This design comes from an exercise in tuning for small area, a short achievable clock period and few clock cycles per item on the open sky130 flow, not from production work.

==> 03-28 <==
// mdle_tick
module mdle_tick (
    input  wire        clk,
    input  wire        rst,
    input  wire        in_valid,
    output wire        in_ready,
    input  wire [31:0] in_x,
    input  wire [31:0] in_a,
    input  wire [31:0] in_b,
    input  wire [31:0] in_f,
    input  wire [31:0] in_feedback,
    input  wire [31:0] in_mix,
    output wire        out_valid,
    input  wire        out_ready,
    output reg  [31:0] out_y,
    output reg  [31:0] out_v
);
==> module mdle_omix, before the edit <==
module mdle_omix (
    input  wire [31:0] mix,
    output wire [9:0]  e,
    output wire [23:0] m,
    output wire        z
);
    wire [7:0]  em = mix[30:23];
    wire        m0 = (em == 0);
    wire [23:0] mm = {~m0, mix[22:0]};
    wire [7:0]  rs = 8'd126 - {em[7:1], em[0] | m0};    
    wire [4:0]  rk = (rs[7:5] != 0 || em == 8'd127) ? 5'd31 : rs[4:0];
    reg  [25:0] u;
    reg  [24:0] xi, gi;
    reg  [4:0]  lz;
    integer     i;
    always @* begin
        u = {mm, 2'b00};
        if (rk[0]) u = {1'b0,  u[25:1]}  | {25'd0, u[0]};
        if (rk[1]) u = {2'b0,  u[25:2]}  | {25'd0, |u[1:0]};
        if (rk[2]) u = {4'b0,  u[25:4]}  | {25'd0, |u[3:0]};
        if (rk[3]) u = {8'b0,  u[25:8]}  | {25'd0, |u[7:0]};
        if (rk[4]) u = {16'b0, u[25:16]} | {25'd0, |u[15:0]};
        xi = {1'b0, u[25:2]} + {24'd0, u[1] & (u[0] | u[2])};
        if (em == 8'd127) xi = 25'h1000000;
        gi = 25'h1000000 - xi;                
        lz = 5'd0;
        for (i = 0; i <= 23; i = i + 1)
            if (gi[i]) lz = 5'd24 - i;
    end
    wire [24:0] gn = gi << lz;
    assign m = gn[24:1];
    assign e = 10'd127 - {5'd0, lz};
    assign z = (gi == 0);
endmodule
==> module mdle_tick, before the edit <==
module mdle_tick (
    input  wire        clk,
    input  wire        rst,
    input  wire        in_valid,
    output wire        in_ready,
    input  wire [31:0] in_x,
    input  wire [31:0] in_a,
    input  wire [31:0] in_b,
    input  wire [31:0] in_f,
    input  wire [31:0] in_feedback,
    input  wire [31:0] in_mix,
    output wire        out_valid,
    input  wire        out_ready,
    output reg  [31:0] out_y,
    output reg  [31:0] out_v
);
    reg  [1:0] cnt;                  
    reg        vl0, vl1, vl2;        
    wire       adv = ~cnt[1];
    assign in_ready  = adv;
    assign out_valid = (cnt != 2'd0);
    reg [31:0] x0, a0, b0, f0, fb0, mx0;
    always @(posedge clk)
        if (adv) begin
            x0 <= in_x; a0 <= in_a; b0 <= in_b;
            f0 <= in_f; fb0 <= in_feedback; mx0 <= in_mix;
        end
    wire [31:0] d1, t1;
    wire        fs, fz;
    wire [9:0]  fe;
    wire [23:0] fm;
    mdle_fadd  u_sub_ba  (.a(b0), .b({~a0[31], a0[30:0]}), .y(d1));
    mdle_fnorm u_nrm_f   (.v(f0), .s(fs), .e(fe), .m(fm), .z(fz));
    mdle_fmuln u_mul_fba (.sa(fs), .ea(fe), .ma(fm), .az(fz), .b(d1), .y(t1));
    reg [31:0] t_1, a_1, x_1, fb_1, mx_1;
    always @(posedge clk)
        if (adv) begin
            t_1 <= t1; a_1 <= a0; x_1 <= x0; fb_1 <= fb0; mx_1 <= mx0;
        end
    wire [31:0] w2, fbw2, yw2, yd2;
    wire        bs, bz, ms, mz, gz;
    wire [9:0]  be, me, ge;
    wire [23:0] bm, mm, gm;
    mdle_fadd  u_add_w   (.a(a_1), .b(t_1), .y(w2));
    mdle_fnorm u_nrm_fb  (.v(fb_1), .s(bs), .e(be), .m(bm), .z(bz));
    mdle_fnorm u_nrm_mix (.v(mx_1), .s(ms), .e(me), .m(mm), .z(mz));
    mdle_omix  u_sub_g   (.mix(mx_1), .e(ge), .m(gm), .z(gz));
    mdle_fmuln u_mul_fbw (.sa(bs), .ea(be), .ma(bm), .az(bz), .b(w2), .y(fbw2));
    mdle_fmuln u_mul_yw  (.sa(ms), .ea(me), .ma(mm), .az(mz), .b(w2), .y(yw2));
    mdle_fmuln u_mul_yd  (.sa(1'b0), .ea(ge), .ma(gm), .az(gz), .b(x_1), .y(yd2));
    reg [31:0] fbw_2, yw_2, yd_2, x_2;
    reg        byp_2;
    always @(posedge clk)
        if (adv) begin
            fbw_2 <= fbw2; yw_2 <= yw2; yd_2 <= yd2; x_2 <= x_1;
            byp_2 <= (mx_1[30:0] == 31'd0);
        end
    wire [31:0] v3, ym3;
    mdle_fadd  u_add_v   (.a(x_2), .b(fbw_2), .y(v3));
    mdle_fadd  u_add_y   (.a(yd_2), .b(yw_2), .y(ym3));
    wire [31:0] y3 = byp_2 ? x_2 : ym3;
    reg [31:0] y_b, v_b;             
    wire       take = out_valid & out_ready;
    always @(posedge clk) begin
        if (rst) begin
            vl0 <= 1'b0; vl1 <= 1'b0; vl2 <= 1'b0;
            cnt <= 2'd0;
        end else begin
            if (adv) begin
                vl0 <= in_valid; vl1 <= vl0; vl2 <= vl1;
            end
            cnt <= cnt + {1'b0, adv & vl2} - {1'b0, take};
        end
    end
    always @(posedge clk) begin
        if (adv) begin
            y_b <= y3; v_b <= v3;
        end
        if (cnt[1]) begin
            if (out_ready) begin
                out_y <= y_b; out_v <= v_b;
            end
        end else if (!cnt[0] || out_ready) begin
            out_y <= y3; out_v <= v3;
        end
    end
endmodule
Settings: LEC_CHECK=0, ABC_AREA=1, CAP_MARGIN=20, CORE_MARGIN=2, CORE_UTILIZATION=60, SLEW_MARGIN=20; clock period 110.0 ns.
run.sh (not shown) runs the stock make flow with config.mk's settings and CLKGATE_MAP_FILE= SYNTH_SCRIPT=/design/flow/synth_recipe.tcl, a recipe that flattens the netlist after the stock synthesis.
==> 11-03: changes against 03-28 <==
--- a/flow/design.v
+++ b/flow/design.v
@@ -113,21 +113,21 @@
     assign z = (v[30:0] == 0);
 endmodule
-module mdle_omix (
+module mdle_mixg (
     input  wire [31:0] mix,
-    output wire [9:0]  e,
-    output wire [23:0] m,
-    output wire        z
+    output wire [9:0]  me,
+    output wire [23:0] mm,
+    output wire        mz,
+    output wire [9:0]  ge,
+    output wire [23:0] gm,
+    output wire        gz
 );
     wire [7:0]  em = mix[30:23];
     wire        m0 = (em == 0);
-    wire [23:0] mm = {~m0, mix[22:0]};
-    wire [7:0]  rs = 8'd126 - {em[7:1], em[0] | m0};    
-    wire [4:0]  rk = (rs[7:5] != 0 || em == 8'd127) ? 5'd31 : rs[4:0];
+    wire [23:0] mv = {~m0, mix[22:0]};
+    wire [7:0]  rs = 8'd126 - {em[7:1], em[0] | m0};
+    wire [4:0]  rk = (rs[7:5] != 0) ? 5'd31 : rs[4:0];
     reg  [25:0] u;
-    reg  [24:0] xi, gi;
-    reg  [4:0]  lz;
-    integer     i;
     always @* begin
-        u = {mm, 2'b00};
+        u = {mv, 2'b00};
         if (rk[0]) u = {1'b0,  u[25:1]}  | {25'd0, u[0]};
         if (rk[1]) u = {2'b0,  u[25:2]}  | {25'd0, |u[1:0]};
@@ -135,15 +135,23 @@
         if (rk[3]) u = {8'b0,  u[25:8]}  | {25'd0, |u[7:0]};
         if (rk[4]) u = {16'b0, u[25:16]} | {25'd0, |u[15:0]};
-        xi = {1'b0, u[25:2]} + {24'd0, u[1] & (u[0] | u[2])};
-        if (em == 8'd127) xi = 25'h1000000;
-        gi = 25'h1000000 - xi;                
+    end
+    wire [23:0] xi = u[25:2] + {23'd0, u[1] & (u[0] | u[2])};    
+    wire [24:0] gi = 25'h1000000 - {1'b0, xi};                  
+    wire        one = (em == 8'd127);                           
+    wire [23:0] nin = m0 ? mv : gi[23:0];
+    reg  [4:0]  lz;
+    integer     i;
+    always @* begin
         lz = 5'd0;
         for (i = 0; i <= 23; i = i + 1)
-            if (gi[i]) lz = 5'd24 - i;
+            if (nin[i]) lz = 5'd23 - i;
     end
-    wire [24:0] gn = gi << lz;
-    assign m = gn[24:1];
-    assign e = 10'd127 - {5'd0, lz};
-    assign z = (gi == 0);
+    wire [23:0] nn = nin << lz;
+    assign mm = m0 ? nn : mv;
+    assign me = m0 ? (10'd1 - {5'd0, lz}) : {2'b00, em};
+    assign mz = m0 & (mix[22:0] == 0);
+    assign gm = gi[24] ? 24'h800000 : nn;
+    assign ge = gi[24] ? 10'd127 : (10'd126 - {5'd0, lz});
+    assign gz = one;
 endmodule
 module mdle_mul24 (
@@ -2108,6 +2116,6 @@
     mdle_fadd  u_add_w   (.a(a_1), .b(t_1), .y(w2));
     mdle_fnorm u_nrm_fb  (.v(fb_1), .s(bs), .e(be), .m(bm), .z(bz));
-    mdle_fnorm u_nrm_mix (.v(mx_1), .s(ms), .e(me), .m(mm), .z(mz));
-    mdle_omix  u_sub_g   (.mix(mx_1), .e(ge), .m(gm), .z(gz));
+    mdle_mixg  u_mix_g   (.mix(mx_1), .me(me), .mm(mm), .mz(mz), .ge(ge), .gm(gm), .gz(gz));
+    assign ms = mx_1[31];
     mdle_fmuln u_mul_fbw (.sa(bs), .ea(be), .ma(bm), .az(bz), .b(w2), .y(fbw2));
     mdle_fmuln u_mul_yw  (.sa(ms), .ea(me), .ma(mm), .az(mz), .b(w2), .y(yw2));
- CAP_MARGIN: 20 -> 50
- SLEW_MARGIN: 20 -> 70
==> notes.md <==
Required time of the critical path: 03-28 110.52 ns; 11-03 110.45 ns
Maximum fanout along the worst path: 03-28 31; 11-03 37
Fraction of the mapped netlist area in compound gates: 03-28 8.47%; 11-03 8.08%
Core Footprint: 03-28 0.233 mm2; 11-03 0.231 mm2
Post-Syn Instances: 03-28 19600; 11-03 19500
Signal buf overhead: 03-28 3.02%; 11-03 3.59%
Final period utilization: 03-28 28.8%; 11-03 26.2%
Area of combinational cells with multiple inputs: 03-28 0.106 mm2; 11-03 0.106 mm2
Gp weighted congestion: 03-28 1.00; 11-03 1.05
Share of the final layout cell area in multi-input gates: 03-28 71.2%; 11-03 70.8%
Result of the run: 03-28 no timing/DRC/antenna violations; 11-03 no timing/DRC/antenna violations
Arrival time of the worst setup path: 03-28 32.23 ns; 11-03 29.26 ns
Met3 wire length: 03-28 53300 um; 11-03 59900 um
Routed wire per std cell: 03-28 21.2 um; 11-03 21.5 um
Maximum clock rate: 03-28 0.0315 GHz; 11-03 0.0347 GHz
Utilization of the core after routing: 03-28 63.6%; 11-03 64.9%
Number of iterations in the first detailed-routing pass: 03-28 9; 11-03 7
Multiplexer share of the synthesized area: 03-28 0.185%; 11-03 0.116%
Basic-gate share of the synthesized area counting and, or, nand and nor cells: 03-28 28.1%; 11-03 28.1%
Non-clock buffer count in the final layout: 03-28 509; 11-03 567
No run of this note included a check of the RTL's function; only the layout flow was run.

## re-timing with driven ports
How much do the figures lean on ideal ports? The routed layouts below were timed once more, with nothing changed but the port constraints.
Step 1 (the two cells are an assumption about what drives the block):
set clk [get_ports {clk}]
set_driving_cell -lib_cell sky130_fd_sc_hd__clkbuf_16 $clk
set_driving_cell -lib_cell sky130_fd_sc_hd__buf_2 [delete_from_list [all_inputs] $clk]
Step 2 adds t to the input delays and takes it off the output delays; t is the mean of the earliest and latest rising clock arrival at the registers after step 1. Input paths then give back, and output paths get back, about the clock's delay inside the block.
Slacks: ideal / step 1 / step 2; pairs: ideal / step 1.
run	t (ns)	setup WS [ns]	worst register clock-pin slew, ns
03-28	0.829	78.294 / 78.294 / 78.294	0.07 / 0.07
11-03	0.834	81.194 / 81.194 / 81.194	0.07 / 0.07
After both steps every run listed still meets setup and hold.
